Context: an optimization exercise on an open-source flow, tuned for small area. The choices shown serve that exercise and are no tape-out recipe.
At most, simulation tests tie the RTL to the original design; equivalence was not proved.
Power figures rest on the tool's default switching activity, not on a simulated workload.

Setup of gamma:
## scc
module scc (
    input  wire        clk,
    input  wire        rst,           
    input  wire        cmd_valid,
    input  wire [7:0]  cmd,
    output wire        ready,
    input  wire        ofs_we,
    input  wire [31:0] ofs_wdata,
    output reg  [31:0] ofs,
    output wire [31:0] msf,           
    output reg  [31:0] edc,
    output wire [31:0] status,
    output reg         mem_en,
    output reg         mem_we,
    output reg  [11:0] mem_addr,
    output reg  [7:0]  mem_wdata,
    input  wire [7:0]  mem_rdata
);
Size: about 150 flip-flops, roughly 8900 sq um of cells after synthesis.
clock: 27.0 ns
lec_check: 0
cap_margin: 20
core_margin: 2
core_utilization: 40
place_density: 0.6
slew_margin: 20
standard.sh (not shown) runs the stock make flow with config.mk's settings and CLKGATE_MAP_FILE= SYNTH_SCRIPT=/design/flow/synth_recipe.tcl, a recipe that flattens the netlist after the stock synthesis.
==> flow/flow/run.sh <==
#!/bin/bash
# Own layout flow: the standard ORFS flow with
#  - an area-oriented ABC mapping script (registers are mapped exactly as in
#    the standard synthesis; only the combinational mapping differs),
#  - no full-adder extraction before ABC,
#  - minimum-size port buffers and small clock-tree buffers.
# Each tool's full output is kept in a log file in this folder.
set -uo pipefail
W=$(pwd)
rm -rf "$W/scripts_local"
cp -r "$FLOW_HOME/scripts" "$W/scripts_local"
cp "$W/flow/abc_area.script" "$W/scripts_local/abc_area.script"
bash "$W/standard.sh" \
    "SCRIPTS_DIR=$W/scripts_local" \
    ABC_AREA=1 \
    ADDER_MAP_FILE= \
    "BUFFER_PORTS_ARGS=-buffer_cell sky130_fd_sc_hd__buf_1" \
    "CTS_ARGS=-sink_clustering_enable -repair_clock_nets -dont_use_dummy_load -buf_list sky130_fd_sc_hd__clkbuf_8 -root_buf sky130_fd_sc_hd__clkbuf_8" \
    finish > "$W/orfs_make.log" 2>&1
rc=$?
tail -40 "$W/orfs_make.log"
exit $rc
==> flow/flow/abc_area.script <==
strash
&get -n
&st
&synch2
&dch -f
&nf -a -R 1000
&put
mfs2 -a
strash
&get -n
&st
&syn2
&dch -f
&nf -a -R 1000
&put
topo
> inputs changed (gamma -> beta)
--- a/flow/design.v
+++ b/flow/design.v
@@ -13,22 +13,22 @@
     output reg         mem_en,
     output reg         mem_we,
     output reg  [11:0] mem_addr,
     output reg  [7:0]  mem_wdata,
     input  wire [7:0]  mem_rdata
 );
     reg        msf_v;                 
     reg [6:0]  msf_f, msf_s;          
     reg [7:0]  msf_m;                 
     reg        sync_ok, form2, blank, addr_ok;
+    reg        err;
     reg [1:0]  cause;
-    wire       err = cause[0] | cause[1];
     reg [7:0]  fcmd;                  
     assign msf    = {6'd0, msf_v, 2'd0, msf_f, 1'b0, msf_s, msf_m};
     assign status = {8'd0, fcmd, 5'd0, cause, err, 4'd0, addr_ok, blank, form2, sync_ok};
     localparam [3:0] S_IDLE  = 4'd0,
                      S_DEC   = 4'd1,
                      S_MSF   = 4'd2,
                      S_WR    = 4'd3,
                      S_CHK   = 4'd4,
                      S_EDC   = 4'd5,
                      S_EDCW  = 4'd6,
@@ -189,20 +189,21 @@
             ofs     <= 32'd0;
             msf_v   <= 1'b0;
             msf_f   <= 7'd0;
             msf_s   <= 7'd0;
             msf_m   <= 8'd0;
             edc     <= 32'd0;
             sync_ok <= 1'b0;
             form2   <= 1'b0;
             blank   <= 1'b0;
             addr_ok <= 1'b0;
+            err     <= 1'b0;
             cause   <= 2'd0;
             fcmd    <= 8'd0;
         end
         if (rst) begin
             st <= S_IDLE;
         end else begin
             case (st)
             S_IDLE: begin
                 if (ofs_we)
                     ofs <= ofs_wdata;
@@ -225,37 +226,39 @@
                     end
                     8'h03, 8'h04: begin
                         a  <= 12'd12;
                         st <= S_ERD;
                     end
                     8'h08: begin sync_ok <= 1'b1; st <= S_CHK; end
                     8'h09: begin form2 <= 1'b1; a <= 12'd16; st <= S_CHK; end
                     8'h0A: begin blank <= 1'b1; a <= 12'd16; st <= S_CHK; end
                     8'h10, 8'h11: st <= S_WR;
                     default: begin
+                        err   <= 1'b1;
                         cause <= 2'd2;
                         st    <= S_IDLE;
                     end
                 endcase
             end
             S_MSF: begin
                 {a, sub} <= c_inc;
                 if (msf_i < 5'd19) begin
                     acc_a[6:0] <= fn;
                     acc_b[5:0] <= sn;
                     maj        <= mn;
                 end else if (msf_i == 5'd19) begin
                     acc_b[5:0] <= sc;
                     maj        <= mc;
                 end else begin
                     {a, sub} <= {12'd12, 3'd0};
                     if (ofs_bad) begin
+                        err   <= 1'b1;
                         cause <= 2'd1;
                         st    <= S_IDLE;
                     end else if (fcmd[3]) begin       
                         addr_ok <= 1'b1;
                         st      <= S_CHK;
                     end else begin
                         st <= S_WR;
                         if (op_synth) begin
                             edc      <= 32'd0;
                             {a, sub} <= 15'd0;
@@ -340,22 +343,22 @@
             S_EW1: begin
                 acc_a     <= 8'd0;
                 acc_b     <= 8'd0;
                 {mh, sub} <= 6'd0;
                 maj       <= maj + 7'd1;
                 a         <= a_sum;
                 st        <= S_ERD;
                 if (maj == m_last) begin
                     maj <= 7'd0;
                     a   <= 12'd12;
-                    if (op_synth && !layer_q) begin
-                        fcmd[2] <= 1'b1;
+                    if (op_synth) begin
+                        fcmd <= 8'h04;
                     end else begin
                         fcmd <= 8'd0;
                         st   <= S_IDLE;
                     end
                 end
             end
             default: st <= S_IDLE;
             endcase
         end
     end
## What came out
Diff gamma -> beta: die area decreased 0.66%, fmax decreased about 0.54%, final design area excluding fillers decreased 80 sq um, total number of nets in the final design decreased 6.
beta vs gamma, clock-pin slew reported for the worst setup and hold paths after clock tree synthesis went up by 20 ps.
Total half-perimeter wirelength after legalization and detailed placement, gamma and beta: lower on beta
beta has completed all stages; timing, DRC and antenna checks passed.
beta against gamma: number of combinational gates with multiple inputs has remained practically unchanged, layout cell share with drive strength beyond 1 has remained practically unchanged, peak supply drop has increased.
Function not checked in beta: the RTL went through the layout flow alone.

* * *

Setup of garnet:
scc, a different RTL version from the one above (not shown whole).
Size in the first run: about 1100 cells after synthesis, ~150 flip-flops, ~200 I/O pins.
==> flow/config.mk <==
export PLATFORM = sky130hd
export DESIGN_NAME = scc
export DESIGN_NICKNAME = scc
export VERILOG_FILES = /design/flow/design.v
export SDC_FILE = /design/flow/constraint.sdc
export NUM_CORES = 4
export LEC_CHECK = 0
export CAP_MARGIN = 20
export CORE_MARGIN = 2
export CORE_UTILIZATION = 40
export PLACE_DENSITY = 0.6
export SLEW_MARGIN = 20
==> flow/constraint.sdc <==
create_clock -name core_clock -period 27.0 [get_ports {clk}]
set_input_delay 5.4000 -clock core_clock [delete_from_list [all_inputs] [get_ports {clk}]]
set_output_delay 5.4000 -clock core_clock [all_outputs]
set_load 0.01 [all_outputs]
==> flow/flow/run.sh <==
#!/bin/bash
# Own layout flow: the standard ORFS flow with
#  - an area-oriented ABC mapping script (registers are mapped exactly as in
#    the standard synthesis; only the combinational mapping differs),
#  - no full-adder extraction before ABC,
#  - minimum-size port buffers and small clock-tree buffers.
# Each tool's full output is kept in a log file in this folder.
set -uo pipefail
W=$(pwd)
rm -rf "$W/scripts_local"
cp -r "$FLOW_HOME/scripts" "$W/scripts_local"
cp "$W/flow/abc_area.script" "$W/scripts_local/abc_area.script"
bash "$W/standard.sh" \
    "SCRIPTS_DIR=$W/scripts_local" \
    ABC_AREA=1 \
    SLEW_MARGIN=0 \
    CAP_MARGIN=0 \
    SKIP_REPAIR_TIE_FANOUT=1 \
    ADDER_MAP_FILE= \
    "BUFFER_PORTS_ARGS=-buffer_cell sky130_fd_sc_hd__buf_1" \
    "CTS_ARGS=-sink_clustering_enable -repair_clock_nets -dont_use_dummy_load -buf_list sky130_fd_sc_hd__clkbuf_8 -root_buf sky130_fd_sc_hd__clkbuf_8" \
    finish > "$W/orfs_make.log" 2>&1
rc=$?
tail -40 "$W/orfs_make.log"
exit $rc
Scripts as last shown in full above: flow/flow/abc_area.script
Relative to garnet, the following input files were edited for ember:
-- flow/design.v --
<<< garnet, line 198
    wire        sub_wrap = &sub;
    wire [2:0]  sub_inc  = {sub[2] ^ (sub[1] & sub[0]), sub[1] ^ sub[0], ~sub[0]};
    wire        in_ecc   = (st == S_ERD) | (st == S_ELAST) | (st == S_EW0) | (st == S_EW1);
    wire        a_step   = ((st == S_ERD) & (minor != n_last)) | (st == S_EW1);
    wire [11:0] k_add    = a_step ? k_ecc : 12'd0;
    wire        cin_a    = ~in_ecc & sub_wrap;
    reg  [11:0] a_sum;
    reg         cy;
>>> ember, line 198
    wire        sub_wrap = &sub;
    wire [2:0]  sub_inc  = {sub[2] ^ (sub[1] & sub[0]), sub[1] ^ sub[0], ~sub[0]};
    wire        is_ecc   = (st == S_ERD) | (st == S_EW1);
    wire [11:0] k_add    = is_ecc ? k_ecc : 12'd0;
    wire        cin_a    = ~is_ecc & sub_wrap;
    reg  [11:0] a_sum;
    reg         cy;
<<< garnet, line 228
            fcmd    <= 8'd0;
        end
        {a, sub} <= c_inc;
        mh       <= mh + {2'd0, sub_wrap};
        if (rst) begin
            st <= S_IDLE;
>>> ember, line 227
            fcmd    <= 8'd0;
        end
        if (rst) begin
            st <= S_IDLE;
<<< garnet, line 353
            end
            S_ERD: begin
                if (minor != 6'd0) begin
                    acc_a <= gf_mul2(acc_a ^ mem_rdata);
>>> ember, line 350
            end
            S_ERD: begin
                sub <= sub_inc;
                mh  <= mh + {2'd0, sub_wrap};
                if (minor != 6'd0) begin
                    acc_a <= gf_mul2(acc_a ^ mem_rdata);
<<< garnet, line 359
                if (minor == n_last)
                    st <= S_ELAST;
            end
            S_ELAST: begin
>>> ember, line 358
                if (minor == n_last)
                    st <= S_ELAST;
                else
                    a <= a_sum;
            end
            S_ELAST: begin
<<< garnet, line 371
                {mh, sub} <= 6'd0;
                maj       <= maj + 7'd1;
                st        <= S_ERD;
                if (maj == m_last) begin
>>> ember, line 372
                {mh, sub} <= 6'd0;
                maj       <= maj + 7'd1;
                a         <= a_sum;
                st        <= S_ERD;
                if (maj == m_last) begin
==> comparison <==
- Diff garnet -> ember | cell area after layout | up by a few percent
- Largest clock skew in the final design was higher in ember than in garnet.
- In the metrics for ember and garnet, the one carrying the higher total routed wirelength is ember.
- Compared with garnet, ember shows standard cell core area higher by 270 sq um.
- [ember] first-iteration DRC count fell 3.6% relative to garnet
- Changes observed in ember relative to garnet: global-route usage went up 1.1 points; per-cell via count in the routed design climbed 0.20; total number of sequential cells closely matched the old numbers; detail-routed net length per standard cell rose 7.3%; placed instance count saw a decrease.
- Maximum vdd ir drop is higher on garnet
- ember vs garnet on chip width: ember is the higher one.

## port drivers added, routing unchanged
The results above use ideal ports. As a check the final layouts listed here were re-extracted and re-timed, cells and wires unchanged.
Step 1, drivers: a clkbuf_16 drives clk and a buf_2 each remaining input, both assumed.
Step 2, shift: input delay + t, output delay - t, t = (earliest + latest rising clock arrival at the registers) / 2. This alone moves slack from input paths to output paths.
Slacks: ideal / step 1 / step 2; pairs: ideal / step 1.
run	t, ns	slack for setup (ns)	slew at the worst register clock pin (ns)
gamma	0.489	16.855 / 16.811 / 17.300	0.10 / 0.10
beta	0.484	16.800 / 16.757 / 17.241	0.10 / 0.10
garnet	0.493	14.123 / 14.082 / 14.082	0.10 / 0.10
ember	0.490	14.162 / 14.136 / 14.136	0.10 / 0.10
After both steps setup and hold are still met in every run listed. For garnet, which loses most, drivers alone change the setup slack by -0.041 ns; drivers and shift together by -0.041 ns.
